This design comes from an exercise in tuning for small area on the open sky130 flow, not from production work.
Where RTL was checked, it was by simulation tests only, not by an equivalence proof against the original.
Function not checked in runs 2 and 5: the RTL went through the layout flow alone.
Power and IR drop assume default switching activity.

[design.v]
module yarisc_core (
    input  wire        clk,
    input  wire        rst,           
    output wire        mem_req,
    output wire        mem_we,
    output wire [15:0] mem_addr,
    output wire [15:0] mem_wdata,
    input  wire        mem_ready,
    input  wire [15:0] mem_rdata,
    output wire        halted,
    output wire        panicked,
    output wire [1:0]  panic_code,
    input  wire [3:0]  dbg_sel,
    output wire [15:0] dbg_data
);
    localparam [3:0] S_LDIP   = 4'd0,
                     S_FETCH  = 4'd1,
                     S_INC    = 4'd2,
                     S_FETCH2 = 4'd3,
                     S_INC2   = 4'd4,
                     S_EX1    = 4'd5,
                     S_EX2    = 4'd6,
                     S_MEM    = 4'd7,
                     S_HALT   = 4'd8,
                     S_PANIC  = 4'd9;
    reg [3:0]  state;
    reg [15:0] x [0:7];               
    reg        flag_c, flag_z;
    reg [15:6] ir;                    
    reg [3:0]  op;                    
    reg [15:0] t;                     
    reg [1:0]  pcode;                 
    wire [5:0] wop = mem_rdata[5:0];
    wire w_two   = (wop == 6'h01) | (wop == 6'h02) | (wop == 6'h04);
    wire w_three = (wop == 6'h10) | (wop == 6'h11);
    wire w_jmp   = (wop == 6'h2A);
    wire w_jcc   = (wop == 6'h2C);
    wire w_nh    = (wop == 6'h3E) | (wop == 6'h3F);
    wire w_legal = w_two | w_three | w_jmp | w_jcc | w_nh;
    reg [15:0] w_mbz;
    always @(*) begin
        w_mbz = 16'h0000;
        if (w_two)
            w_mbz = !mem_rdata[15] ? 16'h7000 : !mem_rdata[14] ? 16'h2000 : 16'h3E00;
        else if (w_three)
            w_mbz = (mem_rdata[15] & mem_rdata[14]) ? 16'h1000 : 16'h0000;
        else if (w_jmp)
            w_mbz = mem_rdata[15] ? 16'h7FC0 : 16'h0000;
        else if (w_jcc)
            w_mbz = mem_rdata[15] ? 16'h3F00 : 16'h0100;
        else if (w_nh)
            w_mbz = 16'hFFC0;
    end
    wire w_bad = |(mem_rdata & w_mbz);
    wire two_op   = !op[3] & !op[2];
    wire three_op = !op[3] &  op[2];
    wire is_mov   = two_op & op[0];
    wire is_ldr   = two_op & op[1];
    wire is_str   = two_op & !op[1] & !op[0];
    wire is_adc   = three_op & op[0];
    wire is_jmp   = op[3] & !op[2] & op[1];
    wire is_jcc   = op[3] & !op[2] & !op[1];
    wire is_hlt   = op[3] & op[2] & op[0];
    wire sel      = ir[15];
    wire loc      = ir[14];
    wire two_word = sel & (op[3] ? !op[2] : loc);
    wire short    = sel & !loc;
    wire [2:0] f_rd = ir[8:6];
    wire [2:0] f_ra = ir[11:9];
    wire [2:0] f_rb = ir[14:12];
    wire [1:0] jm    = {flag_z, flag_c} & ir[7:6];
    wire jcc_taken   = ir[14] ? (jm == 2'b00) : (jm != 2'b00);
    wire st_ldip  = (state == S_LDIP);
    wire st_fetch = (state == S_FETCH);
    wire st_inc   = (state == S_INC);
    wire st_fetch2= (state == S_FETCH2);
    wire st_inc2  = (state == S_INC2);
    wire st_ex1   = (state == S_EX1);
    wire st_ex2   = (state == S_EX2);
    wire st_mem   = (state == S_MEM);
    wire stopped  = (state == S_HALT) | (state == S_PANIC);
    reg [2:0] rsel;
    always @(*) begin
        if (stopped)                          rsel = dbg_sel[2:0];
        else if (st_ldip | st_inc | st_inc2)  rsel = 3'd7;
        else if (st_ex1)                      rsel = three_op ? f_rb : f_ra;
        else if (st_ex2)                      rsel = (three_op & short) ? f_rd : f_ra;
        else                                  rsel = f_rd;
    end
    wire [15:0] r = x[rsel];
    wire a_en = st_ldip | st_inc | st_inc2 | (st_ex1 & !sel & !op[3]) | (st_ex2 & three_op);
    reg [15:0] kon;
    always @(*) begin
        kon = 16'h0000;
        if (st_inc | st_inc2)
            kon = 16'h0002;
        else if (st_ex1 & op[3])
            kon = is_jmp ? {{6{ir[14]}}, ir[14:6], 1'b0} : {{10{ir[13]}}, ir[13:9], 1'b0};
        else if (st_ex1 & sel)
            kon = {{12{ir[12]}}, ir[12:9]};
    end
    wire [15:0] opa = r & {16{a_en}};
    wire [15:0] opb = (t & {16{st_ex2}}) | kon;
    wire [16:0] sum = {1'b0, opa} + {1'b0, opb} + {16'h0000, st_ex2 & is_adc & flag_c};
    wire ld_data = st_fetch2 | st_mem;
    wire [15:0] wbus = ld_data ? mem_rdata : sum[15:0];
    wire ip_wr = st_inc | st_inc2 | (st_ex2 & (is_jmp | (is_jcc & jcc_taken)));
    wire rd_wr = (st_ex2 & (is_mov | three_op)) | (st_mem & mem_ready & is_ldr);
    wire [2:0] waddr = ip_wr ? 3'd7 : f_rd;
    wire t_wr = st_ldip | st_inc | (st_fetch2 & mem_ready) | (st_ex1 & !two_word);
    assign mem_req   = st_fetch | st_fetch2 | st_mem;
    assign mem_we    = st_mem & is_str;
    assign mem_addr  = t;
    assign mem_wdata = r;
    assign halted     = (state == S_HALT);
    assign panicked   = (state == S_PANIC);
    assign panic_code = pcode & {2{panicked}};
    assign dbg_data   = dbg_sel[3] ? {14'h0000, flag_z, flag_c} : r;
    wire [3:0] s_end = (pcode == 2'd3) ? S_PANIC : is_hlt ? S_HALT : S_LDIP;
    integer i;
    always @(posedge clk) begin
        if (rst) begin
            for (i = 0; i < 8; i = i + 1)
                x[i] <= 16'h0000;
        end else if (ip_wr | rd_wr) begin
            x[waddr] <= wbus;
        end
    end
    always @(posedge clk) begin
        if (t_wr) t <= wbus;
        if (st_fetch & mem_ready) begin
            ir <= mem_rdata[15:6];
            op <= {mem_rdata[5], mem_rdata[4], mem_rdata[1], mem_rdata[0]};
        end
    end
    always @(posedge clk) begin
        if (rst) begin
            state  <= S_LDIP;
            flag_c <= 1'b0;
            flag_z <= 1'b0;
            pcode  <= 2'd0;
        end else begin
            if (st_ex2 & (is_mov | three_op))
                flag_z <= (sum[15:0] == 16'h0000);
            if (st_ex2 & three_op)
                flag_c <= sum[16];
            case (state)
                S_LDIP: begin
                    if (r[0]) begin
                        pcode <= 2'd2;
                        state <= S_PANIC;
                    end else
                        state <= S_FETCH;
                end
                S_FETCH: begin
                    if (mem_ready) begin
                        pcode <= !w_legal ? 2'd1 : w_bad ? 2'd3 : 2'd0;
                        state <= S_INC;
                    end
                end
                S_INC: begin
                    if (pcode == 2'd1)  state <= S_PANIC;
                    else if (two_word)  state <= S_FETCH2;
                    else                state <= S_EX1;
                end
                S_FETCH2: if (mem_ready) state <= S_INC2;
                S_INC2:   state <= S_EX1;
                S_EX1:    state <= S_EX2;
                S_EX2: begin
                    if (two_op & !is_mov) begin
                        if (t[0]) begin
                            pcode <= 2'd2;
                            state <= S_PANIC;
                        end else
                            state <= S_MEM;
                    end else
                        state <= s_end;
                end
                S_MEM: if (mem_ready) state <= s_end;
                default: ;
            endcase
        end
    end
endmodule
[run.sh]
#!/bin/bash
# synth_recipe.tcl (not shown) runs the flow's synth.tcl, then flattens the netlist and writes it again
# the make line also repeats each setting of config.mk as NAME=value (left out here)
make -C /OpenROAD-flow-scripts/flow DESIGN_CONFIG=/design/flow/config.mk WORK_HOME=/design/flow/orfs CLKGATE_MAP_FILE= SYNTH_SCRIPT=/design/flow/synth_recipe.tcl finish
[config.mk]
export PLATFORM = sky130hd
export DESIGN_NAME = yarisc_core
export DESIGN_NICKNAME = yarisc_core
export VERILOG_FILES = /design/flow/design.v
export SDC_FILE = /design/flow/constraint.sdc
export NUM_CORES = 4
export LEC_CHECK = 0
export CAP_MARGIN = 20
export CORE_MARGIN = 2
export CORE_UTILIZATION = 40
export PLACE_DENSITY = 0.6
export SLEW_MARGIN = 20
[constraint.sdc]
create_clock -name core_clock -period 8.0 [get_ports {clk}]
set_input_delay 1.6000 -clock core_clock [delete_from_list [all_inputs] [get_ports {clk}]]
set_output_delay 1.6000 -clock core_clock [all_outputs]
set_load 0.01 [all_outputs]
==> results.yml, run 1 <==
clocking:
  cts.htree.levels: 4
  clk_pin_slew_worst_paths_ns: 0.07
  cts_bufs_inserted: 17
  tritoncts: "done"
  clk_path_buf_depth: 2
  postCtsSetupRepairBufs: 0
  clock_sinks: 166
  cts.repair.resized: 0
  buffer_type_at_the_clock_tree_root: "sky130_fd_sc_hd__clkbuf_16"
  insertion_delay_ns: 0.45
  cts.hold.buffers_added: 0
hold_path:
  hold_wc_path_type: "flip-flop to flip-flop"
  worst_hold_endpoint: "pcode[1]"
  holdPathStages: 1
  hp-start: "pcode[1]"
drt:
  detail_route.vias_per_cell: 5.59
  vias: 7067
  drt_iter0_drc: 612
  routed_wirelength_um: 27100
  pre_repair_dr_iteration_count: 5
  detail_route_antenna_nets: 0
  drt-wirelength-per-cell_um: 21.4
  number_of_remaining_drc_errors: 0
setup_path:
  worst-r2r-setup-slack_ns: 1.86
  crit_fanout: 32
  critical_path_class: "primary input to output port"
  critical_path.endpoint_type: "output port"
  timing.rr.end: "x[1][15]"
  crit-reg2reg-launch: "state[2]"
  worstPathRequired_ns: 6.40
  timing.critical_path.arrival_ns: 4.79
  r2r_cells: 17
  critical_path.startpoint_type: "primary input"
cells_and_area:
  fillCellCount: 2081
  multi_input_gate_area_sq_um: 4120
  proportion_of_layout_cells_with_a_drive_suffix_above_1_pct: 9.45
  layout.area.seq_sq_um: 4900
  most_frequent_cells_in_the_layout: "sky130_fd_sc_hd__nor2_1, sky130_fd_sc_hd__edfxtp_1, sky130_fd_sc_hd__mux2i_1, sky130_fd_sc_hd__nand2_1, sky130_fd_sc_hd__clkdlybuf4s50_1"
  finish.net_count: 979
  antennaDiodeCount: 0
  syn_to_final_growth_pct: 17.8
  final_common_cell: "sky130_fd_sc_hd__nor2_1"
logic_synthesis:
  syn-num-nets: 919
  yosysTopAreaCellShare_pct: 50.9
  synth_area_leader_cell: "sky130_fd_sc_hd__edfxtp_1"
  syn_inst: 879
  synthArstFlopShare_pct: 0
  ys_warn_count: 1
  synth.ff_latch_count: 166
  yosysUniqueCellTypes: 64
  synthesis.area_sq_um: 9320
  synth-edff-count: 158
  ys_top_cells_by_area: "sky130_fd_sc_hd__edfxtp_1, sky130_fd_sc_hd__mux2i_1, sky130_fd_sc_hd__nor2_1, sky130_fd_sc_hd__mux2_2, sky130_fd_sc_hd__nand2_1"
  ys_dominant_reg_cell: "sky130_fd_sc_hd__edfxtp_1"
  avgSynthCellArea_sq_um: 10.6
  yosysSeqAreaShare_pct: 52.6
timing:
  tightestPinTransition_ns: 1.04
  final.min_clock_period_ns: 6.39
  setup-violations-final: 0
  rsz_0062_raised_after_global_routing: "false"
  finalHoldViolCount: 0
  skew_ns: 0.0201
  relSlewSlack_pct: 28.5
  final_max_slew_viol_count: 0
  layout_worst_path_cycle_share_pct: 79.9
  setup_tns_ns: 0
  timing.fmax_ghz: 0.157
floorplanning:
  die-height_um: 157
  io_pins: 77
  dieArea_sq_um: 24500
  area_of_the_core_region_sq_um: 22800
  fp.dieW_um: 157
  effective_utilization_at_floorplan_pct: 40.9
  row_count: 55
flow_run:
  timing.max_cap.violations: 0
pwr:
  p_leak_nw: 4.15
  vdd_ir_drop_max_uv: 198
  total_power_draw_mw: 3.88
  powerDensity_nw_per_um2: 353
place:
  gp_routability_congestion: 0.875
  half_perimeter_wire_length_after_placement_um: 18200
  io_buffer_count: 76
global_routing:
  antenna_found_initial: 1
  maximum_number_of_pins_on_one_net_before_global_route_repair: 33
  globalRouteOverflowTotal: 0
  vias_in_the_first_global_route: 6725
  grt_util_all_layers_pct: 22.9
  grt_pass1_wl_um: 41300
outcome:
  run_status: "finished clean"
cell type report:
class                      count  area share (%)
clock inverter                15            1.59
clock buffer                  17            3.87
multi-input combinational    635            37.5
sequential                   166            44.7
tap                          313            3.57
timing repair buffer          87            7.68
inverter                      32            1.09
power breakdown:
part,internal (mW),total (mW),leakage (nW),switching (mW)
logic,0.773,1.87,2.18,1.10
clock network,0.449,0.849,0.291,0.400
registers,1.07,1.16,1.68,0.0877
critical path, cell delays in order:
cell and delay (ns):
sky130_fd_sc_hd__clkdlybuf4s50_1 0.40, sky130_fd_sc_hd__nor2_1 0.14, sky130_fd_sc_hd__a221o_4 0.53, sky130_fd_sc_hd__buf_4 0.58, sky130_fd_sc_hd__mux2i_1 0.15, sky130_fd_sc_hd__mux2_2 0.29
sky130_fd_sc_hd__mux2i_1 0.34, sky130_fd_sc_hd__and2_1 0.18, sky130_fd_sc_hd__clkdlybuf4s50_1 0.54
flip-flops by register name, indices dropped and copies added, names as in the netlist:
signal and count:
flag_c 1, flag_z 1, ir 10, op 4, pcode 2, state 4, t 16, x 128
through the flow:
stage | setup slack [ns] | instance area [sq um] | cells | utilization, % | hold slack (ns)
6_report | 1.61 | 11000 | 1265 | 48.2 | 0.524
5_1_grt | 1.36 | 11000 | 1265 | 48.2 | 0.558
4_1_cts | 1.61 | 11000 | 1265 | 48.2 | 0.525
3_5_place_dp | 1.29 | 10400 | 1233 | 45.6 | 0.507
3_3_place_gp | 1.40 | 10400 | 1233 | 45.6 | 0.506
2_1_floorplan | 2.68 | 9320 | 879 | - | 0.468
cell families after synthesis:
group	count (synthesis)	share of synthesized area [%]
AOI/OAI and AO/OA	139	9.80
DFF	166	52.6
and+or+nand+nor	340	16.1
buffers and inverters	78	3.35
muxes	127	14.6
adders and majority gates	17	2.44
xor gates and xnor gates	12	1.13
synth_stat cells (2+ instances only):
master	instances
sky130_fd_sc_hd__nor2_1	167
sky130_fd_sc_hd__edfxtp_1	158
sky130_fd_sc_hd__mux2i_1	94
sky130_fd_sc_hd__nand2_1	80
sky130_fd_sc_hd__a21oi_1	32
sky130_fd_sc_hd__inv_1	32
sky130_fd_sc_hd__clkbuf_1	30
sky130_fd_sc_hd__mux2_2	28
sky130_fd_sc_hd__o21ai_0	25
sky130_fd_sc_hd__and2_1	19
sky130_fd_sc_hd__o22ai_1	19
sky130_fd_sc_hd__ha_1	15
sky130_fd_sc_hd__nand3_1	15
sky130_fd_sc_hd__nor3_1	13
sky130_fd_sc_hd__buf_2	10
sky130_fd_sc_hd__or2_2	9
sky130_fd_sc_hd__xnor2_1	9
sky130_fd_sc_hd__dfxtp_1	8
sky130_fd_sc_hd__nand2b_1	8
sky130_fd_sc_hd__a21o_1	7
sky130_fd_sc_hd__a31oi_1	7
sky130_fd_sc_hd__and3_1	5
sky130_fd_sc_hd__nor2b_1	5
sky130_fd_sc_hd__o21a_1	5
sky130_fd_sc_hd__a211oi_1	4
sky130_fd_sc_hd__a22oi_1	4
sky130_fd_sc_hd__buf_1	4
sky130_fd_sc_hd__nand3b_1	4
sky130_fd_sc_hd__o2111ai_1	4
sky130_fd_sc_hd__o211ai_1	4
sky130_fd_sc_hd__a221o_1	3
sky130_fd_sc_hd__a311oi_1	3
sky130_fd_sc_hd__mux4_2	3
sky130_fd_sc_hd__nor3b_1	3
sky130_fd_sc_hd__o21ai_1	3
sky130_fd_sc_hd__o21bai_1	3
sky130_fd_sc_hd__o31ai_1	3
sky130_fd_sc_hd__xor2_1	3
sky130_fd_sc_hd__buf_4	2
sky130_fd_sc_hd__fa_1	2
sky130_fd_sc_hd__nor4_1	2
sky130_fd_sc_hd__or3_1	2
sky130_fd_sc_hd__or4_1	2
how the worst max path moves through the flow:
stage | startpoint | endpoint | slack, ns
4_1_cts | dbg_sel[1] | dbg_data[8] | 1.61
6_report | dbg_sel[1] | dbg_data[8] | 1.61
5_1_grt | state[2] | dbg_data[15] | 1.36
3_3_place_gp | dbg_sel[1] | x[4][14] | 1.40
2_1_floorplan | dbg_sel[2] | x[0][14] | 2.68
3_5_place_dp | dbg_sel[1] | x[0][14] | 1.29
per-layer routing:
layer | part of all wire [%] | vias to the layer above | wire length (um) | GRT usage (%)
li1 | - | 3316 | - | -
met1 | 47 | 3461 | 12800 | 33.6
met2 | 45 | 267 | 12200 | 35.0
met3 | 6.6 | 23 | 1800 | 4.43
met4 | 1.2 | 0 | 320 | 5.37
met5 | 0 | - | 0 | 0
==> inputs of run 2 (changes only) <==
--- a/design.v
+++ b/design.v
@@ -82,12 +82,19 @@
     reg [2:0] rsel;
     always @(*) begin
-        if (stopped)                          rsel = dbg_sel[2:0];
-        else if (st_ldip | st_inc | st_inc2)  rsel = 3'd7;
+        if (st_ldip | st_inc | st_inc2)  rsel = 3'd7;
         else if (st_ex1)                      rsel = three_op ? f_rb : f_ra;
         else if (st_ex2)                      rsel = (three_op & short) ? f_rd : f_ra;
         else                                  rsel = f_rd;
     end
-    wire [15:0] r = x[rsel];
-    wire a_en = st_ldip | st_inc | st_inc2 | (st_ex1 & !sel & !op[3]) | (st_ex2 & three_op);
+    wire a_en = st_ldip | st_mem | st_inc | st_inc2 | (st_ex1 & !sel & !op[3]) | (st_ex2 & three_op);
+    wire [7:0] rhot = stopped ? ({8{!dbg_sel[3]}} & (8'd1 << dbg_sel[2:0])) : ({8{a_en}} & (8'd1 << rsel));
+    wire       fhot = stopped & dbg_sel[3];
+    reg [15:0] r;
+    integer j;
+    always @(*) begin
+        r = {14'h0000, flag_z & fhot, flag_c & fhot};
+        for (j = 0; j < 8; j = j + 1)
+            r = r | (x[j] & {16{rhot[j]}});
+    end
     reg [15:0] kon;
     always @(*) begin
@@ -100,5 +107,5 @@
             kon = {{12{ir[12]}}, ir[12:9]};
     end
-    wire [15:0] opa = r & {16{a_en}};
+    wire [15:0] opa = r;
     wire [15:0] opb = (t & {16{st_ex2}}) | kon;
     wire [16:0] sum = {1'b0, opa} + {1'b0, opb} + {16'h0000, st_ex2 & is_adc & flag_c};
@@ -116,15 +123,12 @@
     assign panicked   = (state == S_PANIC);
     assign panic_code = pcode & {2{panicked}};
-    assign dbg_data   = dbg_sel[3] ? {14'h0000, flag_z, flag_c} : r;
+    assign dbg_data   = r;
     wire [3:0] s_end = (pcode == 2'd3) ? S_PANIC : is_hlt ? S_HALT : S_LDIP;
+    wire [15:0] wdat = wbus & {16{!rst}};
+    wire [7:0]  wen  = ({8{ip_wr | rd_wr}} & (8'd1 << waddr)) | {8{rst}};
     integer i;
-    always @(posedge clk) begin
-        if (rst) begin
-            for (i = 0; i < 8; i = i + 1)
-                x[i] <= 16'h0000;
-        end else if (ip_wr | rd_wr) begin
-            x[waddr] <= wbus;
-        end
-    end
+    always @(posedge clk)
+        for (i = 0; i < 8; i = i + 1)
+            if (wen[i]) x[i] <= wdat;
     always @(posedge clk) begin
         if (t_wr) t <= wbus;
==> run 2 against run 1 <==
Utilization decreased by 0.79 points. Final area decreased by 9.5%. Total power decreased by 9.4%. Combinational power decreased by 33%. Setup slack got worse by 0.12 ns. Via count decreased by 12%. Die area decreased by 8.6%. Synthesized cell count decreased by 21%. Register-to-register slack got worse by 0.37 ns. Clock skew decreased by 0.011 ns.
==> results.yml, run 2 <==
outcome:
  run_status: "finished clean"
logic_synthesis:
  synthesis.area_sq_um: 8500
  synthTopCellsByCount: "sky130_fd_sc_hd__edfxtp_1, sky130_fd_sc_hd__nand2_1, sky130_fd_sc_hd__a21oi_1, sky130_fd_sc_hd__nor2_1, sky130_fd_sc_hd__a222oi_1"
  yosysUniqueCellTypes: 86
  syn-num-nets: 736
  synth_area_leader_cell: "sky130_fd_sc_hd__edfxtp_1"
  ys_warn_count: 2
  syn_inst: 696
  ys_top_cells_by_area: "sky130_fd_sc_hd__edfxtp_1, sky130_fd_sc_hd__nand2_1, sky130_fd_sc_hd__a222oi_1, sky130_fd_sc_hd__ha_1, sky130_fd_sc_hd__dfxtp_1"
  synth.ff_latch_count: 166
  post-synth-top-count-cell: "sky130_fd_sc_hd__edfxtp_1"
  synthArstFlopShare_pct: 0
  synth-edff-count: 158
  avgSynthCellArea_sq_um: 12.2
  ys_dominant_reg_cell: "sky130_fd_sc_hd__edfxtp_1"
  yosysTopAreaCellShare_pct: 55.8
  yosysSeqAreaShare_pct: 57.7
floorplanning:
  dieArea_sq_um: 22400
  io_pins: 77
  area_of_the_core_region_sq_um: 21000
  fp.dieW_um: 150
  row_count: 53
  effective_utilization_at_floorplan_pct: 40.6
  die-height_um: 150
clocking:
  tritoncts: "done"
  postCtsSetupRepairBufs: 0
  cts.repair.resized: 0
  clock_sinks: 166
  cts.htree.levels: 4
  clk_pin_slew_worst_paths_ns: 0.07
  cts_bufs_inserted: 17
  insertion_delay_ns: 0.43
  clk_path_buf_depth: 2
  cts.hold.buffers_added: 0
  buffer_type_at_the_clock_tree_root: "sky130_fd_sc_hd__clkbuf_16"
timing:
  final_max_slew_viol_count: 0
  setup-violations-final: 0
  tightestPinTransition_ns: 1.00
  finalHoldViolCount: 0
  setup_tns_ns: 0
  final.min_clock_period_ns: 6.51
  skew_ns: 0.00869
  rsz_0062_raised_after_global_routing: "false"
  setup_slack_ns: 1.49
  timing.fmax_ghz: 0.154
  layout_worst_path_cycle_share_pct: 81.4
  relSlewSlack_pct: 33.0
cells_and_area:
  most_frequent_cells_in_the_layout: "sky130_fd_sc_hd__edfxtp_1, sky130_fd_sc_hd__nand2_1, sky130_fd_sc_hd__clkdlybuf4s50_1, sky130_fd_sc_hd__a21oi_1"
  layout.area.seq_sq_um: 4900
  stdcell_area_sq_um: 9940
  final_common_cell: "sky130_fd_sc_hd__edfxtp_1"
  finish.net_count: 787
  largest_register_ffs: 128
  proportion_of_layout_cells_with_a_drive_suffix_above_1_pct: 10.5
  syn_to_final_growth_pct: 16.9
  fin_util_pct: 47.4
  multi_input_gate_area_sq_um: 3270
  largestRegisters: "x: 128 flops, t: 16 flops, ir: 10 flops"
  fillCellCount: 1935
  antennaDiodeCount: 0
  registers.top_by_ff_count: "x"
global_routing:
  vias_in_the_first_global_route: 5972
  maximum_number_of_pins_on_one_net_before_global_route_repair: 36
  globalRouteOverflowTotal: 0
  grt_util_all_layers_pct: 21.9
  antenna_found_initial: 0
  grt_pass1_wl_um: 36200
hold_path:
  hold_wc_path_type: "flip-flop to flip-flop"
  holdPathStages: 2
  worst_hold_endpoint: "pcode[0]"
  hp-start: "pcode[0]"
drt:
  drt-wirelength-per-cell_um: 23.0
  detail_route.vias_per_cell: 6.01
  number_of_remaining_drc_errors: 0
  routed_wirelength_um: 23800
  drt_iter0_drc: 730
  detail_route_antenna_nets: 0
  pre_repair_dr_iteration_count: 8
  vias: 6222
setup_path:
  critical_path_class: "flip-flop to flip-flop"
  worst-r2r-setup-slack_ns: 1.49
  crit-reg2reg-launch: "state[2]"
  critical_path.startpoint_type: "flip-flop"
  timing.rr.end: "x[5][12]"
  crit_fanout: 20
  timing.critical_path.arrival_ns: 6.66
  worstPathRequired_ns: 8.15
  critical_path.endpoint_type: "flip-flop"
  r2r_cells: 17
place:
  placement.setup.worst_slack_ns: 1.24
  gp_routability_congestion: 0.950
  placement.cell_area_sq_um: 9350
  half_perimeter_wire_length_after_placement_um: 16200
  io_buffer_count: 76
flow_run:
  timing.max_cap.violations: 0
pwr:
  powerDensity_nw_per_um2: 353
  p_leak_nw: 3.55
  total_power_draw_mw: 3.51
  vdd_ir_drop_max_uv: 178
[run 2: cell count changes in the layout (fill, tap and decap cells not counted), sizes merged, moves of 16 or more]
| cell | change |
|---|---|
| mux2i | -90 |
| nor2b | +17 |
| a222oi | +29 |
| nor2 | -136 |
| nand2 | +16 |
| mux2 | -24 |
| inv | -26 |
[run 2: routing by layer]
layer,track usage (%),up-vias,wire [um]
met1,31.0,3107,10700
li1,-,2822,-
met4,6.84,0,387
met5,0,-,0
met3,3.41,28,1530
met2,34.7,265,11300
[run 2: kinds of logic (layout without fill, tap and decap cells)]
kind of cell    count (synthesis)  in the layout  share of synthesized area, %
xor+xnor                       16             16                          1.65
mux                            10             10                          1.30
compound gates                183            183                          17.7
fa+ha+maj                      17             17                          2.68
flops                         166            166                          57.7
simple gates                  245            245                          15.1
buf+inv                        59            123                          3.89
[run 2: worst max-delay path: stages, from the launching register on]
cell and delay (ns):
sky130_fd_sc_hd__dfxtp_1 0.73, sky130_fd_sc_hd__and4bb_1 0.87, sky130_fd_sc_hd__nand3_2 0.18, sky130_fd_sc_hd__a31oi_4 0.29, sky130_fd_sc_hd__or2_4 0.20, sky130_fd_sc_hd__o22ai_2 0.29
sky130_fd_sc_hd__a222oi_1 0.49, sky130_fd_sc_hd__nand4b_1 0.29, sky130_fd_sc_hd__fa_1 0.55, sky130_fd_sc_hd__fa_1 0.48, sky130_fd_sc_hd__a211oi_2 0.24, sky130_fd_sc_hd__o21ai_1 0.18
sky130_fd_sc_hd__a21oi_1 0.29, sky130_fd_sc_hd__nor2_1 0.09, sky130_fd_sc_hd__xor2_1 0.19, sky130_fd_sc_hd__nor2_1 0.06, sky130_fd_sc_hd__nor2_1 0.26, sky130_fd_sc_hd__nor2b_1 0.55
[run 2: metrics by stage]
stage,hold WS (ns),std cells
6_report,0.560,1035
5_1_grt,0.602,1035
4_1_cts,0.562,1035
3_5_place_dp,0.551,1003
3_3_place_gp,0.539,1003
2_1_floorplan,0.493,696
[run 2: worst max path at each step]
stage / start / to / slack (ns) / cells past startpoint
2_1_floorplan: dbg_sel[2] / flag_z / 2.73 / 17
3_3_place_gp: dbg_sel[1] / x[1][14] / 1.34 / 15
3_5_place_dp: dbg_sel[1] / x[0][14] / 1.24 / 15
4_1_cts: state[2] / x[1][14] / 1.51 / 17
5_1_grt: state[2] / x[5][12] / 1.07 / 17
6_report: state[2] / x[5][12] / 1.49 / 17
[run 2: cell type report]
cell class	instances	area share [%]
inverter	10	0.378
tap	275	3.46
sequential	166	49.3
clock buffer	17	4.28
clock inverter	15	1.61
multi-input combinational	471	32.9
timing repair buffer	81	8.03
[run 2: power breakdown]
group	switching (mW)	internal, mW
clock network	0.385	0.416
logic	0.740	0.520
registers	0.152	1.30
total	1.28	2.24
==> inputs of run 3 (changes only) <==
--- a/design.v
+++ b/design.v
@@ -23,5 +23,6 @@
                      S_MEM    = 4'd7,
                      S_HALT   = 4'd8,
-                     S_PANIC  = 4'd9;
+                     S_PANIC  = 4'd9,
+                     S_CLR    = 4'd10;
     reg [3:0]  state;
     reg [15:0] x [0:7];               
@@ -71,5 +72,5 @@
     wire [1:0] jm    = {flag_z, flag_c} & ir[7:6];
     wire jcc_taken   = ir[14] ? (jm == 2'b00) : (jm != 2'b00);
-    wire st_ldip  = (state == S_LDIP);
+        wire st_ldip  = (state == S_LDIP);
     wire st_fetch = (state == S_FETCH);
     wire st_inc   = (state == S_INC);
@@ -80,4 +81,5 @@
     wire st_mem   = (state == S_MEM);
     wire stopped  = (state == S_HALT) | (state == S_PANIC);
+    wire st_clr   = (state == S_CLR);
     reg [2:0] rsel;
     always @(*) begin
@@ -90,11 +92,9 @@
     wire [7:0] rhot = stopped ? ({8{!dbg_sel[3]}} & (8'd1 << dbg_sel[2:0])) : ({8{a_en}} & (8'd1 << rsel));
     wire       fhot = stopped & dbg_sel[3];
-    reg [15:0] r;
-    integer j;
-    always @(*) begin
-        r = {14'h0000, flag_z & fhot, flag_c & fhot};
-        for (j = 0; j < 8; j = j + 1)
-            r = r | (x[j] & {16{rhot[j]}});
-    end
+    wire [15:0] r;
+    yarisc_rport u_rport (
+        .x0(x[0]), .x1(x[1]), .x2(x[2]), .x3(x[3]),
+        .x4(x[4]), .x5(x[5]), .x6(x[6]), .x7(x[7]),
+        .hot(rhot), .fl({flag_z, flag_c}), .fhot(fhot), .r(r));
     reg [15:0] kon;
     always @(*) begin
@@ -109,5 +109,6 @@
     wire [15:0] opa = r;
     wire [15:0] opb = (t & {16{st_ex2}}) | kon;
-    wire [16:0] sum = {1'b0, opa} + {1'b0, opb} + {16'h0000, st_ex2 & is_adc & flag_c};
+    wire [16:0] sum;
+    yarisc_add u_add (.a(opa), .b(opb), .ci(st_ex2 & is_adc & flag_c), .s(sum));
     wire ld_data = st_fetch2 | st_mem;
     wire [15:0] wbus = ld_data ? mem_rdata : sum[15:0];
@@ -125,6 +126,6 @@
     assign dbg_data   = r;
     wire [3:0] s_end = (pcode == 2'd3) ? S_PANIC : is_hlt ? S_HALT : S_LDIP;
-    wire [15:0] wdat = wbus & {16{!rst}};
-    wire [7:0]  wen  = ({8{ip_wr | rd_wr}} & (8'd1 << waddr)) | {8{rst}};
+    wire [15:0] wdat = wbus;
+    wire [7:0]  wen  = ({8{ip_wr | rd_wr}} & (8'd1 << waddr)) | {8{st_clr}};
     integer i;
     always @(posedge clk)
@@ -140,5 +141,5 @@
     always @(posedge clk) begin
         if (rst) begin
-            state  <= S_LDIP;
+            state  <= S_CLR;
             flag_c <= 1'b0;
             flag_z <= 1'b0;
@@ -182,4 +183,5 @@
                 end
                 S_MEM: if (mem_ready) state <= s_end;
+                S_CLR: state <= S_LDIP;
                 default: ;
             endcase
@@ -187,2 +189,40 @@
     end
 endmodule
+module yarisc_rport (
+    input  wire [15:0] x0, x1, x2, x3, x4, x5, x6, x7,
+    input  wire [7:0]  hot,
+    input  wire [1:0]  fl,
+    input  wire        fhot,
+    output wire [15:0] r
+);
+    assign r = (x0 & {16{hot[0]}}) | (x1 & {16{hot[1]}}) | (x2 & {16{hot[2]}}) |
+               (x3 & {16{hot[3]}}) | (x4 & {16{hot[4]}}) | (x5 & {16{hot[5]}}) |
+               (x6 & {16{hot[6]}}) | (x7 & {16{hot[7]}}) | {14'h0000, fl & {2{fhot}}};
+endmodule
+module yarisc_add (
+    input  wire [15:0] a,
+    input  wire [15:0] b,
+    input  wire        ci,
+    output wire [16:0] s
+);
+    localparam integer L = 8;
+    wire [16:0] c;
+    wire [16:L] c0, c1;
+    assign c[0] = ci;
+    assign c0[L] = 1'b0;
+    assign c1[L] = 1'b1;
+    genvar k;
+    generate
+        for (k = 0; k < L; k = k + 1) begin : g_lo
+            assign c[k+1] = (a[k] & b[k]) | (c[k] & (a[k] ^ b[k]));
+        end
+        for (k = L; k < 16; k = k + 1) begin : g_hi
+            assign c0[k+1] = (a[k] & b[k]) | (c0[k] & (a[k] ^ b[k]));
+            assign c1[k+1] = (a[k] & b[k]) | (c1[k] & (a[k] ^ b[k]));
+        end
+    endgenerate
+    wire [15:L] s0 = a[15:L] ^ b[15:L] ^ c0[15:L];
+    wire [15:L] s1 = a[15:L] ^ b[15:L] ^ c1[15:L];
+    assign s = c[L] ? {c1[16], s1, a[L-1:0] ^ b[L-1:0] ^ c[L-1:0]}
+                    : {c0[16], s0, a[L-1:0] ^ b[L-1:0] ^ c[L-1:0]};
+endmodule
--- a/config.mk
+++ b/config.mk
@@ -11,2 +11,4 @@
 export PLACE_DENSITY = 0.6
 export SLEW_MARGIN = 20
+export SYNTH_HIERARCHICAL = 1
+export SYNTH_MINIMUM_KEEP_SIZE = 0
==> run 3 against run 2 <==
Still clean on timing, DRC and antenna. Cell count is 3.0% lower. Non-clock buffer count increased by 25. Worst hold slack improved by 0.0031 ns. Global-route usage fell by 0.51 points. Die area down 3.8%. Clock power is 6.1% higher. Clock skew increased by 0.0097 ns. Critical path depth up 8. Combinational power is 6% lower. Area after synthesis shrank 3.9%. Highest routed layer unchanged.
==> results.yml, run 3 <==
outcome:
  run_status: "finished clean"
hold_path:
  hold_wc_path_type: "flip-flop to flip-flop"
  holdPathStages: 2
place:
  io_buffer_count: 76
  half_perimeter_wire_length_after_placement_um: 15400
  gp_routability_congestion: 0.855
  numPlacedInstances: 972
drt:
  routed_wire_length_on_met3_um: 1390
  drt-wirelength-per-cell_um: 22.6
  number_of_remaining_drc_errors: 0
  pre_repair_dr_iteration_count: 5
  routed_wirelength_um: 22700
  detail_route.vias_per_cell: 5.82
  detail_route_antenna_nets: 0
  maxUsedRoutingLayer: "met4"
  routed-wl-met2_um: 10900
  drt_iter0_drc: 721
  met1_length_um: 10000
  vias: 5843
setup_path:
  cpMostUsedCell: "sky130_fd_sc_hd__fa_1"
  timing.critical_path.buf_inv: 4
  r2r_cells: 28
  worst-path-stages: 25
  worst_path_max_delay_cell: "sky130_fd_sc_hd__clkdlybuf4s50_1"
  crit_fanout: 4
  critical_path.max_stage_delay_ns: 0.49
  critical_path.endpoint_type: "flip-flop"
  critical_path_class: "primary input to flip-flop"
  critical_path.startpoint_type: "primary input"
  timing.critical_path.arrival_ns: 8.05
  worstPathRequired_ns: 8.35
  cpLargestDelayFamily: "adder cells"
floorplanning:
  area_of_the_core_region_sq_um: 20100
  die-height_um: 147
  row_count: 52
  fp.dieW_um: 147
  effective_utilization_at_floorplan_pct: 40.6
  dieArea_sq_um: 21600
  io_pins: 77
timing:
  rsz_0062_raised_after_global_routing: "false"
  layout_worst_path_cycle_share_pct: 96.2
  setup-violations-final: 0
  timing.fmax_ghz: 0.130
  final.min_clock_period_ns: 7.70
  worst_hold_slack_ns: 0.563
  finalHoldViolCount: 0
  setup_tns_ns: 0
  tightestPinTransition_ns: 0.897
  skew_ns: 0.0184
  final_max_slew_viol_count: 0
  relSlewSlack_pct: 39.6
logic_synthesis:
  ys_top_cells_by_area: "sky130_fd_sc_hd__edfxtp_1, sky130_fd_sc_hd__a22oi_1, sky130_fd_sc_hd__nand2_1, sky130_fd_sc_hd__fa_1, sky130_fd_sc_hd__dfxtp_1"
  post_synth_and_or_nand_nor_area_fraction_pct: 12.3
  synthTopCellsByCount: "sky130_fd_sc_hd__edfxtp_1, sky130_fd_sc_hd__a22oi_1, sky130_fd_sc_hd__nand2_1, sky130_fd_sc_hd__nor2_1, sky130_fd_sc_hd__o21ai_0"
  synth.ff_latch_count: 166
  yosysUniqueCellTypes: 73
  synth_area_leader_cell: "sky130_fd_sc_hd__edfxtp_1"
  post_synth_mux_area_share_pct: 2.79
  synth_fa_ha_area_share_pct: 3.43
  largest_family_of_logic_cells_by_synthesized_area: "compound AO/OA/AOI/OAI gates"
  synthArstFlopShare_pct: 0
  synthesis.area_sq_um: 8170
  post-synth-top-count-cell: "sky130_fd_sc_hd__edfxtp_1"
  synth_compound_area_share_pct: 15.6
  ys_dominant_reg_cell: "sky130_fd_sc_hd__edfxtp_1"
  yosysTopAreaCellShare_pct: 58.1
  synth-edff-count: 158
  syn-num-nets: 691
  syn_inst: 651
  post_synth_xor_xnor_area_pct: 0.751
  yosysSeqAreaShare_pct: 60.0
  ys_warn_count: 9
  avgSynthCellArea_sq_um: 12.5
cells_and_area:
  proportion_of_layout_cells_with_a_drive_suffix_above_1_pct: 13.6
  registers.top_by_ff_count: "x"
  most_frequent_cells_in_the_layout: "sky130_fd_sc_hd__edfxtp_1, sky130_fd_sc_hd__clkdlybuf4s50_1, sky130_fd_sc_hd__a22oi_1, sky130_fd_sc_hd__nand2_1, sky130_fd_sc_hd__nor2_1"
  syn_to_final_growth_pct: 20.4
  largest_register_ffs: 128
  fillCellCount: 1781
  layout.area.seq_sq_um: 4900
  antennaDiodeCount: 0
  largestRegisters: "x: 128 flops, t: 16 flops, ir: 10 flops"
  final_common_cell: "sky130_fd_sc_hd__edfxtp_1"
  finish.net_count: 761
  multi_input_gate_area_sq_um: 2890
  post_layout_nonfiller_instances: 1004
clocking:
  clk_pin_slew_worst_paths_ns: 0.07
  cts.htree.levels: 4
  clock_sinks: 166
  insertion_delay_ns: 0.44
  tritoncts: "done"
  postCtsSetupRepairBufs: 0
  clk_path_buf_depth: 2
  cts_bufs_inserted: 17
  buffer_type_at_the_clock_tree_root: "sky130_fd_sc_hd__clkbuf_16"
pwr:
  p_leak_nw: 3.47
  total_power_draw_mw: 3.71
  powerDensity_nw_per_um2: 378
  vdd_ir_drop_max_uv: 196
global_routing:
  grt_util_all_layers_pct: 21.4
  antenna_found_initial: 0
  grt_pass1_wl_um: 34300
  maximum_number_of_pins_on_one_net_before_global_route_repair: 29
  vias_in_the_first_global_route: 5696
  globalRouteOverflowTotal: 0
flow_run:
  timing.max_cap.violations: 0
run 3: per-stage QoR:
step                      area (sq um)  worst slack (ns)  util (%)
final                             9830             0.301      48.9
after detailed placement          9180            -0.140      45.6
after CTS                         9820             0.302      48.8
after floorplan                   8170             0.483         -
after global placement            9180            0.0330      45.6
after global routing              9830           0.00916      48.9
run 3: cell families (layout without fill, tap and decap cells):
| kind of cell | count (synthesis) | in the layout |
|---|---|---|
| compound gates | 178 | 178 |
| xor+xnor | 7 | 7 |
| fa+ha+maj | 17 | 17 |
| buf+inv | 75 | 158 |
| flops | 166 | 166 |
| mux | 21 | 21 |
| simple gates | 187 | 187 |
run 3: worst paths after layout:
kind	to	slack, ns	start
setup / recovery	flag_z	0.30	dbg_sel[3]
hold / removal	flag_c	0.56	flag_c
setup reg to reg	flag_z	0.45	op[3]
hold reg to reg	flag_c	0.56	flag_c
run 3: report_power, final:
part | switching, mW | total (mW) | internal, mW
Sequential | 0.125 | 1.68 | 1.55
Clock | 0.389 | 0.849 | 0.460
Combinational | 0.786 | 1.19 | 0.402
Total | 1.30 | 3.71 | 2.42
run 3: per-module statistics from Yosys (local to each module, per instance):
module | cell area [sq um] | times used
yarisc_core | 6930 | 1
yarisc_rport | 707 | 1
yarisc_add | 527 | 1
run 3: cell type report:
class	instances	share of cell area [%]
sequential	166	49.9
multi-input combinational	410	29.3
timing repair buffer	106	10.0
clock buffer	17	4.33
tap	270	3.44
clock inverter	15	2.21
inverter	20	0.764
run 3: tightest hold or removal path, cell delays in order (launching register included):
cell                      delay, ns
sky130_fd_sc_hd__dfxtp_1       0.37
sky130_fd_sc_hd__nand2_1       0.09
sky130_fd_sc_hd__a21oi_1       0.06
run 3: what timing repair did:
action	in CTS	in global routing
setup endpoints to repair	0	10
hold buffers	0	0
gates resized for setup	0	5
run 3: metal layers:
metal / GRT usage (%) / vias to the layer above
li1: - / 2672
met1: 29.7 / 2902
met2: 35.0 / 233
met3: 3.94 / 36
met4: 5.34 / 0
met5: 0 / -
==> inputs of run 4 (changes only) <==
==> flow/run.sh (new file) <==
#!/bin/bash
set -euo pipefail
export BUFFER_PORTS_ARGS="-buffer_cell sky130_fd_sc_hd__buf_1"
export CTS_ARGS="-sink_clustering_enable -repair_clock_nets -dont_use_dummy_load -buf_list sky130_fd_sc_hd__clkbuf_8"
bash standard.sh > run_standard.log 2>&1
==> standard.sh (new file) <==
#!/bin/bash
# synth_recipe.tcl (not shown) runs the flow's synth.tcl, then flattens the netlist and writes it again
# the make line also repeats each setting of config.mk as NAME=value (left out here)
make -C /OpenROAD-flow-scripts/flow DESIGN_CONFIG=/design/flow/config.mk WORK_HOME=/design/flow/orfs CLKGATE_MAP_FILE= SYNTH_SCRIPT=/design/flow/synth_recipe.tcl "${@:-finish}"
removed: run.sh
==> run 4 against run 3 <==
Highest routed layer unchanged. Wire length is 0.59% lower. Largest power group unchanged. Cell count fell by 1.5%. Die area unchanged. Utilization down 4.4 points. Final area shrank 9.0%. Still clean on timing, DRC and antenna. Non-clock buffer count unchanged. Flip-flop and latch count stayed put. Setup slack better by 0.20 ns. Register-to-register slack improved by 0.05 ns.
==> results.yml, run 4 <==
logic_synthesis:
  yosysUniqueCellTypes: 73
  post-synth-top-count-cell: "sky130_fd_sc_hd__edfxtp_1"
  synth-edff-count: 158
  syn-num-nets: 691
  yosysTopAreaCellShare_pct: 58.1
  synth_area_leader_cell: "sky130_fd_sc_hd__edfxtp_1"
  avgSynthCellArea_sq_um: 12.5
  ys_dominant_reg_cell: "sky130_fd_sc_hd__edfxtp_1"
  yosysSeqAreaShare_pct: 60.0
  ys_top_cells_by_area: "sky130_fd_sc_hd__edfxtp_1, sky130_fd_sc_hd__a22oi_1, sky130_fd_sc_hd__nand2_1, sky130_fd_sc_hd__fa_1, sky130_fd_sc_hd__dfxtp_1"
  synth.ff_latch_count: 166
  ys_warn_count: 9
  syn_inst: 651
  synthTopCellsByCount: "sky130_fd_sc_hd__edfxtp_1, sky130_fd_sc_hd__a22oi_1, sky130_fd_sc_hd__nand2_1, sky130_fd_sc_hd__nor2_1, sky130_fd_sc_hd__o21ai_0"
  synthesis.area_sq_um: 8170
  synthArstFlopShare_pct: 0
place:
  io_buffer_count: 76
  half_perimeter_wire_length_after_placement_um: 15400
  gp_routability_congestion: 0.904
  placement.cell_area_sq_um: 8670
pwr:
  p_switching_mw: 1.16
  p_seq_share_pct: 53.0
  sw_frac_of_total_pct: 36.4
  vdd_ir_drop_max_uv: 209
  clock_power_share_pct: 13.8
  powerDensity_nw_per_um2: 357
  p_leak_nw: 3.08
  total_power_draw_mw: 3.19
  power_report.internal_total_mw: 2.03
  power_frac_comb_pct: 33.3
cells_and_area:
  largest_register_ffs: 128
  final_common_cell: "sky130_fd_sc_hd__edfxtp_1"
  registers.top_by_ff_count: "x"
  proportion_of_layout_cells_with_a_drive_suffix_above_1_pct: 12.1
  largestRegisters: "x: 128 flops, t: 16 flops, ir: 10 flops"
  syn_to_final_growth_pct: 9.51
  antennaDiodeCount: 0
  finish.net_count: 761
  most_frequent_cells_in_the_layout: "sky130_fd_sc_hd__edfxtp_1, sky130_fd_sc_hd__buf_1, sky130_fd_sc_hd__a22oi_1, sky130_fd_sc_hd__nand2_1, sky130_fd_sc_hd__nor2_1"
  fin_util_pct: 44.5
  stdcell_area_sq_um: 8940
setup_path:
  worst_path_max_delay_cell: "sky130_fd_sc_hd__fa_1"
  critical_path.endpoint_type: "flip-flop"
  crit_fanout: 12
  r2r_cells: 29
  critical_path.startpoint_type: "flip-flop"
  timing.critical_path.arrival_ns: 7.87
  cpMostUsedCell: "sky130_fd_sc_hd__fa_1"
  timing.critical_path.buf_inv: 3
  cpLargestDelayFamily: "adder cells"
  critical_path.max_stage_delay_ns: 0.48
  critical_path_class: "flip-flop to flip-flop"
  worst-path-stages: 29
  worstPathRequired_ns: 8.37
global_routing:
  antenna_found_initial: 0
  maximum_number_of_pins_on_one_net_before_global_route_repair: 24
  globalRouteOverflowTotal: 0
  grt_pass1_wl_um: 33800
  grt_util_all_layers_pct: 21.0
  vias_in_the_first_global_route: 5513
floorplanning:
  row_count: 52
  die-height_um: 147
  effective_utilization_at_floorplan_pct: 40.6
  io_pins: 77
  fp.dieW_um: 147
  area_of_the_core_region_sq_um: 20100
  dieArea_sq_um: 21600
clocking:
  cts_bufs_inserted: 17
  buffer_type_at_the_clock_tree_root: "sky130_fd_sc_hd__clkbuf_8"
  clock_sinks: 166
  tritoncts: "done"
  cts.hold.buffers_added: 0
  cts.htree.levels: 4
  clk_path_buf_depth: 2
  insertion_delay_ns: 0.47
  clk_pin_slew_worst_paths_ns: 0.07
drt:
  drt_iter0_drc: 700
  detail_route.vias_per_cell: 5.93
  number_of_remaining_drc_errors: 0
  routed_wirelength_um: 22600
  vias: 5866
  pre_repair_dr_iteration_count: 5
  detail_route_antenna_nets: 0
  drt-wirelength-per-cell_um: 22.9
timing:
  setup_tns_ns: 0
  tightestPinTransition_ns: 0.913
  skew_ns: 0.0555
  final.min_clock_period_ns: 7.50
  layout_worst_path_cycle_share_pct: 93.8
  relSlewSlack_pct: 38.5
  rsz_0062_raised_after_global_routing: "false"
  timing.fmax_ghz: 0.133
  final_max_slew_viol_count: 0
  finalHoldViolCount: 0
  setup-violations-final: 0
outcome:
  run_status: "finished clean"
flow_run:
  timing.max_cap.violations: 0
hold_path:
  holdPathStages: 2
  hold_wc_path_type: "flip-flop to flip-flop"
==> run 4: stage by stage <==
| step | hold slack [ns] | std cells | setup WS (ns) |
|---|---|---|---|
| 3_3_place_gp | 0.534 | 968 | 0.292 |
| 5_1_grt | 0.566 | 989 | 0.0490 |
| 4_1_cts | 0.550 | 985 | 0.345 |
| 6_report | 0.548 | 989 | 0.499 |
| 2_1_floorplan | 0.472 | 651 | 0.483 |
| 3_5_place_dp | 0.542 | 968 | 0.147 |
==> run 4: cell type report <==
class | count | area [sq um]
Sequential cell | 166 | 4910
Inverter | 20 | 75.1
Timing Repair Buffer | 106 | 510
Fill cell | 1831 | 11200
Clock buffer | 17 | 234
Tap cell | 270 | 338
Multi-Input combinational cell | 410 | 2880
==> run 4: metal layers <==
layer,track usage (%),routed length (um)
met1,29.8,9870
met2,33.7,10900
met3,4.01,1580
met4,5.05,242
met5,0,0
==> run 4: per-module statistics from Yosys (local to each module, per instance) <==
module	cells inside	flip-flops and latches	cell area, sq um
yarisc_add	58	0	527
yarisc_core	498	166	6930
yarisc_rport	95	0	707
==> run 4: final timing paths <==
path	from	to	slack, ns
max	state[0]	flag_z	0.50
min	flag_c	flag_c	0.55
max reg2reg	state[0]	flag_z	0.50
min reg2reg	flag_c	flag_c	0.55
==> run 4: power groups by stage <==
stage	logic (mW)	clock network (mW)	registers, mW
detailed placement	1.06	0	1.70
global placement	1.05	0	1.69
floorplan	0.646	0	1.68
global route	1.15	0.480	1.72
CTS	1.07	0.446	1.68
finish	1.06	0.439	1.69
==> run 4: worst register-to-register path: cells and delay by family, from the launching register on <==
kind | cells | cell delay [ns]
buffers and inverters | 3 | 0.17
AOI/OAI and AO/OA | 9 | 1.61
and+or+nand+nor | 8 | 1.80
adders and majority gates | 9 | 3.47
DFF | 1 | 0.37
==> run 4: timing repair <==
item / in CTS / in global routing
setup endpoints to repair: 0 / 10
buffers inserted: 0 / 4
gates resized for setup: 0 / 6
hold endpoints to repair: 0 / 0
==> run 4: cells by family after synthesis <==
family	after synthesis	share of synthesized area [%]
mux	21	2.79
buf+inv	75	5.10
fa+ha+maj	17	3.43
compound gates	178	15.6
simple gates	187	12.3
flops	166	60.0
xor+xnor	7	0.751
==> inputs of run 5 (changes only) <==
--- a/design.v
+++ b/design.v
@@ -16,13 +16,13 @@
     localparam [3:0] S_LDIP   = 4'd0,
                      S_FETCH  = 4'd1,
-                     S_INC    = 4'd2,
-                     S_FETCH2 = 4'd3,
-                     S_INC2   = 4'd4,
-                     S_EX1    = 4'd5,
-                     S_EX2    = 4'd6,
-                     S_MEM    = 4'd7,
-                     S_HALT   = 4'd8,
-                     S_PANIC  = 4'd9,
-                     S_CLR    = 4'd10;
+                     S_INC    = 4'd3,
+                     S_FETCH2 = 4'd2,
+                     S_INC2   = 4'd6,
+                     S_EX1    = 4'd7,
+                     S_EX2    = 4'd5,
+                     S_MEM    = 4'd4,
+                     S_HALT   = 4'd12,
+                     S_PANIC  = 4'd13,
+                     S_CLR    = 4'd8;
     reg [3:0]  state;
     reg [15:0] x [0:7];               
==> run 5 against run 4 <==
Combinational power increased by 15%. Final area is 1.4% lower. Wire length decreased by 3.0%. Die area fell by 1.8%. Synthesized cell count shrank 3.4%. Cell count is 2.3% lower. Count of clock-buffer cells in the layout unchanged. Critical endpoint is now x[0][15].
==> results.yml, run 5 <==
outcome:
  run_status: "finished clean"
logic_synthesis:
  ys_top_cells_by_area: "sky130_fd_sc_hd__edfxtp_1, sky130_fd_sc_hd__a22oi_1, sky130_fd_sc_hd__nand2_1, sky130_fd_sc_hd__mux2_2, sky130_fd_sc_hd__fa_1"
  yosysTopAreaCellShare_pct: 59.2
  post-synth-top-count-cell: "sky130_fd_sc_hd__edfxtp_1"
  synthArstFlopShare_pct: 0
  avgSynthCellArea_sq_um: 12.7
  ys_warn_count: 9
  synth_area_leader_cell: "sky130_fd_sc_hd__edfxtp_1"
  syn-num-nets: 669
  yosysUniqueCellTypes: 69
  synthTopCellsByCount: "sky130_fd_sc_hd__edfxtp_1, sky130_fd_sc_hd__a22oi_1, sky130_fd_sc_hd__nand2_1, sky130_fd_sc_hd__nor2_1, sky130_fd_sc_hd__a21oi_1"
  ys_dominant_reg_cell: "sky130_fd_sc_hd__edfxtp_1"
  synth.ff_latch_count: 166
  syn_inst: 629
  synthesis.area_sq_um: 8020
  synth-edff-count: 158
  yosysSeqAreaShare_pct: 61.2
timing:
  finalHoldViolCount: 0
  final.min_clock_period_ns: 7.56
  tightestPinTransition_ns: 1.00
  setup-violations-final: 0
  relSlewSlack_pct: 33.1
  rsz_0062_raised_after_global_routing: "false"
  setup_tns_ns: 0
  skew_ns: 0.0385
  final_max_slew_viol_count: 0
  layout_worst_path_cycle_share_pct: 94.5
  timing.fmax_ghz: 0.132
cells_and_area:
  multi_input_gate_area_sq_um: 2780
  finish.net_count: 743
  registers.top_by_ff_count: "x"
  fin_util_pct: 45.0
  most_frequent_cells_in_the_layout: "sky130_fd_sc_hd__edfxtp_1, sky130_fd_sc_hd__buf_1, sky130_fd_sc_hd__a22oi_1, sky130_fd_sc_hd__nand2_1, sky130_fd_sc_hd__nor2_1"
  proportion_of_layout_cells_with_a_drive_suffix_above_1_pct: 13.1
  largestRegisters: "x: 128 flops, t: 16 flops, ir: 10 flops"
  largest_register_ffs: 128
  final_common_cell: "sky130_fd_sc_hd__edfxtp_1"
  fillCellCount: 1804
  stdcell_area_sq_um: 8820
  syn_to_final_growth_pct: 9.99
  layout.area.seq_sq_um: 4910
  post_layout_nonfiller_instances: 966
  antennaDiodeCount: 0
setup_path:
  cpMostUsedCell: "sky130_fd_sc_hd__fa_1"
  critical_path.startpoint_type: "flip-flop"
  timing.rr.end: "x[0][15]"
  r2r_cells: 28
  worstPathRequired_ns: 8.14
  crit_fanout: 15
  cp-startpoint: "state[1]"
  critical_path.max_stage_delay_ns: 0.47
  critical_path_class: "flip-flop to flip-flop"
  worst-r2r-setup-slack_ns: 0.44
  timing.critical_path.arrival_ns: 7.69
  last_element_of_the_critical_path: "x[0][15]"
  crit-reg2reg-launch: "state[1]"
  critical_path.endpoint_type: "flip-flop"
  worst_path_max_delay_cell: "sky130_fd_sc_hd__fa_1"
drt:
  detail_route.vias_per_cell: 5.91
  drt_iter0_drc: 751
  detail_route_antenna_nets: 0
  routed_wirelength_um: 21900
  vias: 5706
  pre_repair_dr_iteration_count: 5
  drt-wirelength-per-cell_um: 22.7
  number_of_remaining_drc_errors: 0
pwr:
  clock_power_share_pct: 13.1
  p_leak_nw: 3.07
  vdd_ir_drop_max_uv: 206
  sw_frac_of_total_pct: 38.0
  powerDensity_nw_per_um2: 386
  p_switching_mw: 1.29
  power_report.internal_total_mw: 2.11
  power_frac_comb_pct: 35.7
  p_seq_share_pct: 51.2
floorplanning:
  row_count: 51
  dieArea_sq_um: 21200
  die-height_um: 146
  area_of_the_core_region_sq_um: 19600
  effective_utilization_at_floorplan_pct: 40.9
  fp.dieW_um: 146
  io_pins: 77
clocking:
  cts.htree.levels: 4
  buffer_type_at_the_clock_tree_root: "sky130_fd_sc_hd__clkbuf_8"
  cts_bufs_inserted: 17
  postCtsSetupRepairBufs: 0
  cts.repair.resized: 0
  tritoncts: "done"
  clk_path_buf_depth: 2
  insertion_delay_ns: 0.45
  cts.hold.buffers_added: 0
  clk_pin_slew_worst_paths_ns: 0.07
  clock_sinks: 166
place:
  placement.cell_area_sq_um: 8540
  half_perimeter_wire_length_after_placement_um: 14900
  numPlacedInstances: 949
  io_buffer_count: 76
  gp_routability_congestion: 0.892
global_routing:
  grt_pass1_wl_um: 32600
  maximum_number_of_pins_on_one_net_before_global_route_repair: 18
  grt_util_all_layers_pct: 20.4
  antenna_found_initial: 0
  vias_in_the_first_global_route: 5418
  globalRouteOverflowTotal: 0
hold_path:
  hp-start: "pcode[1]"
  hold_wc_path_type: "flip-flop to flip-flop"
flow_run:
  timing.max_cap.violations: 0
## run 5: cell count changes after synthesis, sizes merged, moves of 3 or more
cell / delta
o21ai: -5
or3b: -4
clkbuf: -6
nor2b: -4
nor2: +7
a21boi: -4
nand3b: -3
nand2b: -5
a21oi: +3
mux2: +4
a211oi: -3
## run 5: cells by family after synthesis
kind of cell / Yosys count / synth area share (%)
simple gates: 178 / 11.2
compound gates: 166 / 14.7
flops: 166 / 61.2
buf+inv: 68 / 4.96
mux: 25 / 3.40
fa+ha+maj: 17 / 3.50
xor+xnor: 9 / 0.983
## run 5: layer usage
layer	wire [um]	track usage [%]	share of wire (%)	up-vias
li1	-	-	-	2565
met1	9430	28.0	43	2865
met2	10500	33.2	48	258
met3	1740	5.08	7.9	18
met4	268	4.07	1.2	0
met5	0	0	0	-
## run 5: worst max-delay path: cells and delay by family (launching register included)
family | cells | cell delay [ns]
compound gates | 7 | 1.34
flops | 1 | 0.41
buf+inv | 3 | 0.21
mux | 1 | 0.18
fa+ha+maj | 9 | 3.44
simple gates | 8 | 1.68
## run 5: worst min-delay path by stage
stage,to,slack [ns],depth (start not counted)
6_report,pcode[1],0.55,2
4_1_cts,pcode[1],0.56,2
3_5_place_dp,pcode[1],0.54,2
3_3_place_gp,pcode[1],0.52,2
2_1_floorplan,flag_z,0.47,2
5_1_grt,pcode[1],0.58,2
## run 5: final cells by class
type,count,share of cell area [%]
Sequential cell,166,55.7
Multi-Input combinational cell,395,31.5
Timing Repair Buffer,103,5.53
Tap cell,265,3.76
Clock buffer,17,2.65
Inverter,20,0.851
## run 5: Yosys stat by module (local to each module, per instance)
module	copies in the design	cells inside	flip-flops and latches
yarisc_add	1	55	0
yarisc_core	1	479	166
yarisc_rport	1	95	0
## run 5: power by group through the flow
stage	Clock, mW	Combinational [mW]	Sequential, mW
3_5_place_dp	0	1.20	1.76
3_3_place_gp	0	1.19	1.74
2_1_floorplan	0	0.733	1.73
5_1_grt	0.492	1.31	1.77
6_report	0.447	1.22	1.74
4_1_cts	0.452	1.21	1.74
## run 5: through the flow
step	power (mW)	hold WS, ns	setup WS, ns
6_report	3.41	0.553	0.443
3_5_place_dp	2.96	0.543	0.00154
3_3_place_gp	2.94	0.519	0.223
5_1_grt	3.57	0.583	0.00466
4_1_cts	3.40	0.559	0.156
2_1_floorplan	2.46	0.472	0.415
==> inputs of run 6 (changes only) <==
--- a/design.v
+++ b/design.v
@@ -89,5 +89,5 @@
         else                                  rsel = f_rd;
     end
-    wire a_en = st_ldip | st_mem | st_inc | st_inc2 | (st_ex1 & !sel & !op[3]) | (st_ex2 & three_op);
+    wire a_en = st_ldip | (st_mem & is_str) | st_inc | st_inc2 | (st_ex1 & !sel & !op[3]) | (st_ex2 & three_op);
     wire [7:0] rhot = stopped ? ({8{!dbg_sel[3]}} & (8'd1 << dbg_sel[2:0])) : ({8{a_en}} & (8'd1 << rsel));
     wire       fhot = stopped & dbg_sel[3];
@@ -108,9 +108,9 @@
     end
     wire [15:0] opa = r;
-    wire [15:0] opb = (t & {16{st_ex2}}) | kon;
+    wire ld_data = st_fetch2 | st_mem;
+    wire [15:0] opb = (t & {16{st_ex2}}) | (mem_rdata & {16{ld_data}}) | kon;
     wire [16:0] sum;
     yarisc_add u_add (.a(opa), .b(opb), .ci(st_ex2 & is_adc & flag_c), .s(sum));
-    wire ld_data = st_fetch2 | st_mem;
-    wire [15:0] wbus = ld_data ? mem_rdata : sum[15:0];
+    wire [15:0] wbus = sum[15:0];
     wire ip_wr = st_inc | st_inc2 | (st_ex2 & (is_jmp | (is_jcc & jcc_taken)));
     wire rd_wr = (st_ex2 & (is_mov | three_op)) | (st_mem & mem_ready & is_ldr);
==> run 6 against run 5 <==
Still clean. Die area down 1.8%. Non-clock buffer count grew 9. Utilization grew 0.051 points. Fmax down 0.47%. Flip-flop and latch count unchanged. Clock power about the same.
==> results.yml, run 6 <==
floorplanning:
  area_of_the_core_region_sq_um: 19400
  fp.dieW_um: 144
  row_count: 51
  die-height_um: 144
  effective_utilization_at_floorplan_pct: 40.6
  dieArea_sq_um: 20800
  io_pins: 77
drt:
  drt-wirelength-per-cell_um: 22.4
  maxUsedRoutingLayer: "met4"
  drt_iter0_drc: 538
  routed-wl-met2_um: 10400
  routed_wire_length_on_met3_um: 1390
  detail_route.vias_per_cell: 5.93
  routed_wirelength_um: 21300
  number_of_remaining_drc_errors: 0
  detail_route_antenna_nets: 0
  vias: 5646
  pre_repair_dr_iteration_count: 6
  met1_length_um: 9250
setup_path:
  cpLargestDelayFamily: "adder cells"
  critical_path.max_stage_delay_ns: 0.48
  timing.rr.end: "flag_z"
  cp-startpoint: "state[2]"
  worst-r2r-setup-slack_ns: 0.41
  crit_fanout: 19
  critical_path.startpoint_type: "flip-flop"
  worst_path_max_delay_cell: "sky130_fd_sc_hd__fa_1"
  timing.critical_path.arrival_ns: 7.96
  worstPathRequired_ns: 8.37
  cpMostUsedCell: "sky130_fd_sc_hd__fa_1"
  timing.critical_path.buf_inv: 4
  crit-reg2reg-launch: "state[2]"
  critical_path.endpoint_type: "flip-flop"
  r2r_cells: 29
  critical_path_class: "flip-flop to flip-flop"
timing:
  tightestPinTransition_ns: 0.820
  finalHoldViolCount: 0
  final.min_clock_period_ns: 7.59
  relSlewSlack_pct: 45.3
  skew_ns: 0.0432
  setup-violations-final: 0
  layout_worst_path_cycle_share_pct: 94.9
  setup_tns_ns: 0
  timing.fmax_ghz: 0.132
  final_max_slew_viol_count: 0
  rsz_0062_raised_after_global_routing: "false"
clocking:
  buffer_type_at_the_clock_tree_root: "sky130_fd_sc_hd__clkbuf_8"
  cts_bufs_inserted: 17
  cts.htree.levels: 4
  clk_pin_slew_worst_paths_ns: 0.08
  clock_sinks: 166
  insertion_delay_ns: 0.46
  tritoncts: "done"
  clk_path_buf_depth: 2
hold_path:
  holdPathStages: 2
  worst_hold_endpoint: "flag_z"
  hp-start: "flag_z"
  hold_wc_path_type: "flip-flop to flip-flop"
logic_synthesis:
  avgSynthCellArea_sq_um: 13.0
  synth_area_leader_cell: "sky130_fd_sc_hd__edfxtp_1"
  post-synth-top-count-cell: "sky130_fd_sc_hd__edfxtp_1"
  ys_dominant_reg_cell: "sky130_fd_sc_hd__edfxtp_1"
  synth-edff-count: 158
  synthArstFlopShare_pct: 0
  yosysSeqAreaShare_pct: 62.3
  yosysUniqueCellTypes: 65
  ys_top_cells_by_area: "sky130_fd_sc_hd__edfxtp_1, sky130_fd_sc_hd__a22oi_1, sky130_fd_sc_hd__fa_1, sky130_fd_sc_hd__nand2_1, sky130_fd_sc_hd__a21oi_1"
  ys_warn_count: 9
  syn-num-nets: 646
  synth.ff_latch_count: 166
  synthTopCellsByCount: "sky130_fd_sc_hd__edfxtp_1, sky130_fd_sc_hd__a22oi_1, sky130_fd_sc_hd__nand2_1, sky130_fd_sc_hd__a21oi_1, sky130_fd_sc_hd__nor2_1"
  syn_inst: 606
  yosysTopAreaCellShare_pct: 60.3
  synthesis.area_sq_um: 7870
cells_and_area:
  registers.top_by_ff_count: "x"
  fillCellCount: 1802
  antennaDiodeCount: 0
  largest_register_ffs: 128
  multi_input_gate_area_sq_um: 2650
  post_layout_nonfiller_instances: 952
  proportion_of_layout_cells_with_a_drive_suffix_above_1_pct: 12.4
  syn_to_final_growth_pct: 11.1
  most_frequent_cells_in_the_layout: "sky130_fd_sc_hd__edfxtp_1, sky130_fd_sc_hd__buf_1, sky130_fd_sc_hd__a22oi_1, sky130_fd_sc_hd__nand2_1, sky130_fd_sc_hd__buf_4"
  layout.area.seq_sq_um: 4900
  finish.net_count: 729
  largestRegisters: "x: 128 flops, t: 16 flops, ir: 10 flops"
  final_common_cell: "sky130_fd_sc_hd__edfxtp_1"
pwr:
  vdd_ir_drop_max_uv: 178
  powerDensity_nw_per_um2: 339
  p_leak_nw: 3.02
global_routing:
  maximum_number_of_pins_on_one_net_before_global_route_repair: 20
  grt_pass1_wl_um: 31400
  antenna_found_initial: 0
  vias_in_the_first_global_route: 5208
  grt_util_all_layers_pct: 20.7
  globalRouteOverflowTotal: 0
flow_run:
  timing.max_cap.violations: 0
place:
  gp_routability_congestion: 0.941
  io_buffer_count: 76
  numPlacedInstances: 930
  half_perimeter_wire_length_after_placement_um: 14400
outcome:
  run_status: "finished clean"
==> run 6: changes by cell type after synthesis, moves of 3 or more <==
| cell | before | now |
|---|---|---|
| sky130_fd_sc_hd__a22oi_1 | 59 | 62 |
| sky130_fd_sc_hd__a221o_1 | 1 | 12 |
| sky130_fd_sc_hd__nor2_1 | 40 | 28 |
| sky130_fd_sc_hd__o21ai_0 | 23 | 20 |
| sky130_fd_sc_hd__nand2b_1 | 7 | 10 |
| sky130_fd_sc_hd__nor2b_1 | 1 | 4 |
| sky130_fd_sc_hd__and3_1 | 7 | 4 |
| sky130_fd_sc_hd__nand2_1 | 55 | 47 |
| sky130_fd_sc_hd__a21oi_1 | 25 | 33 |
| sky130_fd_sc_hd__inv_1 | 20 | 17 |
| sky130_fd_sc_hd__mux2_2 | 18 | 2 |
==> run 6: what timing repair did <==
action | CTS | global route
endpoints found under the setup margin | 0 | 1
hold buffers | 0 | 0
resized for setup | 0 | 10
buffers inserted | 0 | 5
==> run 6: routing by layer <==
metal  global-route usage (%)  vias up
li1                         -     2537
met1                     29.1     2812
met2                     33.4      272
met3                     3.64       25
met4                     5.88        0
met5                        0        -
==> run 6: cell families after synthesis <==
logic type / after synthesis / synth area share, %
compound gates: 183 / 16.7
simple gates: 157 / 10.3
buf+inv: 66 / 5.07
fa+ha+maj: 17 / 3.56
flops: 166 / 62.3
mux: 10 / 1.30
xor+xnor: 7 / 0.779
==> run 6: Yosys stat by module, one instance, submodules excluded <==
module	times used	area (sq um)
yarisc_core	1	6640
yarisc_rport	1	707
yarisc_add	1	527
==> run 6: area by class of cell <==
| type | instances | share of cell area (%) |
|---|---|---|
| flip-flops and latches | 166 | 56.1 |
| multi-input cells | 374 | 30.3 |
| repair buffers | 112 | 6.40 |
| well taps | 265 | 3.79 |
| clock buffers | 17 | 2.68 |
| inverters | 18 | 0.773 |
==> run 6: report_power, final <==
part	switching, mW	leakage (nW)	internal (mW)	total, mW
combinational	0.659	1.24	0.236	0.894
clock	0.257	0.122	0.188	0.445
sequential	0.124	1.66	1.51	1.63
==> run 6: per-stage QoR <==
step	cell area [sq um]	setup WS (ns)	hold WS, ns	power, mW	util [%]
after floorplan	7870	0.381	0.470	2.14	-
after global placement	8430	0.280	0.528	2.51	43.4
after detailed placement	8430	0.0220	0.554	2.55	43.4
after CTS	8660	0.164	0.564	2.98	44.6
after global routing	8740	0.00354	0.591	3.11	45.1
final	8740	0.407	0.567	2.97	45.1
==> run 6: worst min-delay path, stage by stage, from the launching register on <==
cell and delay, ns:
sky130_fd_sc_hd__dfxtp_1 0.37, sky130_fd_sc_hd__o31ai_1 0.09, sky130_fd_sc_hd__a21oi_1 0.06
==> run 6: worst max-delay path by stage <==
stage	to	cells after the start
6_report	flag_z	29
5_1_grt	flag_z	29
4_1_cts	flag_z	29
3_5_place_dp	flag_z	27
3_3_place_gp	flag_z	27
2_1_floorplan	flag_z	27

separate check: timing with driven ports:
The flow's constraints put no driver on any port. The routed layouts listed below were extracted and timed again, unchanged, in two steps.
Step 1, drivers: a clkbuf_16 drives clk and a buf_2 each remaining input, both assumed.
Step 2, shift: input delay + t, output delay - t, t = (earliest + latest rising clock arrival at the registers) / 2. This alone moves slack from input paths to output paths.
Slacks: ideal / step 1 / step 2; pairs: ideal / step 1.
| run | t, ns | setup WS [ns] | slew at the worst register clock pin (ns) | pins driven straight from the clock port |
|---|---|---|---|---|
| run 1 | 0.484 | 1.610 / 1.582 / 1.327 | 0.08 / 0.08 | 1 |
| run 2 | 0.473 | 1.487 / 1.487 / 1.149 | 0.07 / 0.07 | 1 |
| run 3 | 0.471 | 0.301 / 0.312 / -0.159 | 0.08 / 0.08 | 1 |
| run 4 | 0.483 | 0.499 / 0.499 / 0.129 | 0.11 / 0.11 | 1 |
| run 5 | 0.473 | 0.443 / 0.443 / 0.032 | 0.10 / 0.10 | 1 |
| run 6 | 0.476 | 0.407 / 0.407 / 0.104 | 0.10 / 0.10 | 1 |
With both steps, setup timing fails in run 3, where it was met with ideal ports. For run 3, which loses most, drivers alone change the setup slack by +0.011 ns; drivers and shift together by -0.460 ns.
